This is an optimization exercise on Yosys and OpenROAD, whose aim is small area, a short achievable clock period and few clock cycles per item, not a production implementation. Where RTL was checked, it was by simulation tests only, not by an equivalence proof against the original. Power figures rest on the tool's default switching activity, not on a simulated workload.

## uecp_frame_dec
module uecp_frame_dec (
    input  wire       clk,
    input  wire       rst,
    input  wire       in_valid,
    output wire       in_ready,
    input  wire [7:0] in_data,
    input  wire       in_last,
    output reg        res_valid,
    input  wire       res_ready,
    output reg  [2:0] res_status,
    output wire [9:0] res_site,
    output wire [5:0] res_enc,
    output wire [7:0] res_seq,
    output wire [7:0] res_mel,
    output wire [7:0] res_nelem
);
clock: 3.5 ns
lec_check: 0
cap_margin: 20
core_margin: 2
core_utilization: 40
setup_slack_margin: 1.7
slew_margin: 20
standard.sh (not shown) runs the stock make flow with config.mk's settings and CLKGATE_MAP_FILE= SYNTH_SCRIPT=/design/flow/synth_recipe.tcl, a recipe that flattens the netlist after the stock synthesis.
==> flow/flow/run.sh <==
#!/bin/bash
# Standard layout, with the I/O port buffers built from a small buffer cell
# instead of the delay cell buffer_ports picks on its own. Synthesis is the
# standard one (standard.sh synth), so the registers keep their names.
set -euo pipefail
bash standard.sh synth > synth.log 2>&1
bash standard.sh BUFFER_PORTS_ARGS="-buffer_cell sky130_fd_sc_hd__buf_2" finish > layout.log 2>&1
The baseline finished with timing, DRC and antenna clean.
Then changed:
--- a/flow/design.v
+++ b/flow/design.v
@@ -60,61 +60,58 @@
             a = a ^ {8'h00, c};
             a = a ^ {12'h000, a[7:4]};
             a = a ^ {a[3:0], 12'h000};
             a = a ^ {3'b000, a[7:0], 5'b00000};
             crc_step = a;
         end
     endfunction
     reg        rdy;           
-    reg        stall;         
-    reg        rv_n;          
     reg        first;         
     reg        esc;           
     reg  [7:0] u_r;           
     reg  [7:0] l_r;           
     reg        uz_r, u1_r;    
     reg        uv_r;          
     reg        end_r;         
     reg        endesc_r;      
     reg        rst_r;         
     reg        u_go, e_go;    
     assign in_ready = rdy;
-    wire go     = !stall;
-    wire accept = in_valid && go;
+    wire accept = in_valid && rdy;
     wire mid    = !first && !in_last;
     always @(posedge clk) begin
         if (rst) begin
             first <= 1'b1;
             esc   <= 1'b0;
         end else if (accept) begin
             first <= in_last;
             esc   <= mid && !esc && (in_data == 8'hFD);
         end
     end
     always @(posedge clk)
         rst_r <= rst;
-    wire uv_nx  = go ? (in_valid && mid && (esc || in_data != 8'hFD)) : uv_r;
-    wire end_nx = go ? (in_valid && in_last) : end_r;
+    wire uv_nx  = rdy ? (in_valid && mid && (esc || in_data != 8'hFD)) : uv_r;
+    wire end_nx = rdy ? (in_valid && in_last) : end_r;
     wire rdy_nx;
     always @(posedge clk) begin
         if (rst) begin
             uv_r  <= 1'b0;
             end_r <= 1'b0;
             u_go  <= 1'b0;
             e_go  <= 1'b0;
         end else begin
             uv_r  <= uv_nx;
             end_r <= end_nx;
             u_go  <= rdy_nx && uv_nx;
             e_go  <= rdy_nx && end_nx;
         end
     end
     always @(posedge clk) begin
-        if (go) begin
+        if (rdy) begin
             u_r      <= esc ? (in_data + 8'hFD) : in_data;
             l_r      <= lut(in_data, esc);
             uz_r     <= esc ? (in_data == 8'h03) : (in_data == 8'h00);
             u1_r     <= esc ? (in_data == 8'h04) : (in_data == 8'h01);
             endesc_r <= esc;
         end
     end
     wire       lskip1 = l_r[7];
@@ -149,30 +146,26 @@
             verdict = ST_UNKNOWN;
         else if (wstate != W_CODE)
             verdict = ST_SHORT;
         else
             verdict = ST_OK;
     end
     wire ok  = !endesc_r && crc_ok && ph == 3'd6 && !werr && wstate == W_CODE;
     wire clr = e_go && !ok;
-    wire res_valid_nx = (!rv_n && !res_ready) || e_go;
-    wire item_nx      = go ? (in_valid && (!first || in_last)) : 1'b1;
+    wire res_valid_nx = (res_valid && !res_ready) || e_go;
+    wire item_nx      = rdy ? (in_valid && (!first || in_last)) : 1'b1;
     assign rdy_nx     = !(item_nx && res_valid_nx);
     always @(posedge clk) begin
         if (rst) begin
             res_valid <= 1'b0;
-            rv_n      <= 1'b1;
             rdy       <= 1'b1;
-            stall     <= 1'b0;
         end else begin
             res_valid <= res_valid_nx;
-            rv_n      <= !res_valid_nx;
             rdy       <= rdy_nx;
-            stall     <= !rdy_nx;
         end
     end
     always @(posedge clk)
         if (e_go)
             res_status <= verdict;
     wire [15:0] crc_nx = crc_step(crc, u_r);
     always @(posedge clk) begin
         if (rst_r || e_go) begin
=> Setup slack gains 0.036 ns; critical path depth decreases by 6; combinational power rises by about 3%; clock skew barely changes; cell area shrinks by about 4.6%; power came out lower by about 19%; via count is higher by about 0.53%; global-route usage barely changes; clock-buffer cell count goes down by 11; clock power falls by 36%; utilization went down by 2.1 points; final cell count barely changes; sequential power hardly moves; worst hold slack gets better by 0.0031 ns.
Testbench counts after the change, summed over its fixed seeds: cycles 39,233, frames 384.
Only the layout flow was run in the first run of this note; the RTL was not checked for function there.

re-timing with driven ports:
Ports are ideal in the flow. The routed layouts listed here were re-timed in OpenROAD. Step 1, drivers: a clkbuf_16 drives clk and a buf_2 each remaining input, both assumed. Step 2 times the ports against the registers' clock, not the clock port: input delays grow and output delays shrink by t, the midpoint of the rising clock arrivals with the driver on. Slacks: no drivers / after step 1 / after step 2; pairs: no drivers / after step 1.
| run | t (ns) | setup WS [ns] | worst setup path after step 2 | worst data-port slew with drivers (ns) | cell pins on the clock port's net |
|---|---|---|---|---|---|
| the first run | 0.440 | 1.717 / 1.717 / 1.277 | input to register | 0.04 | 1 |
| the second run | 0.387 | 1.752 / 1.714 / 1.398 | input to register | 0.04 | 1 |
After both steps setup and hold are still met in every run listed. For the first run, which loses most, drivers alone change the setup slack by 0.000 ns; drivers and shift together by -0.440 ns.
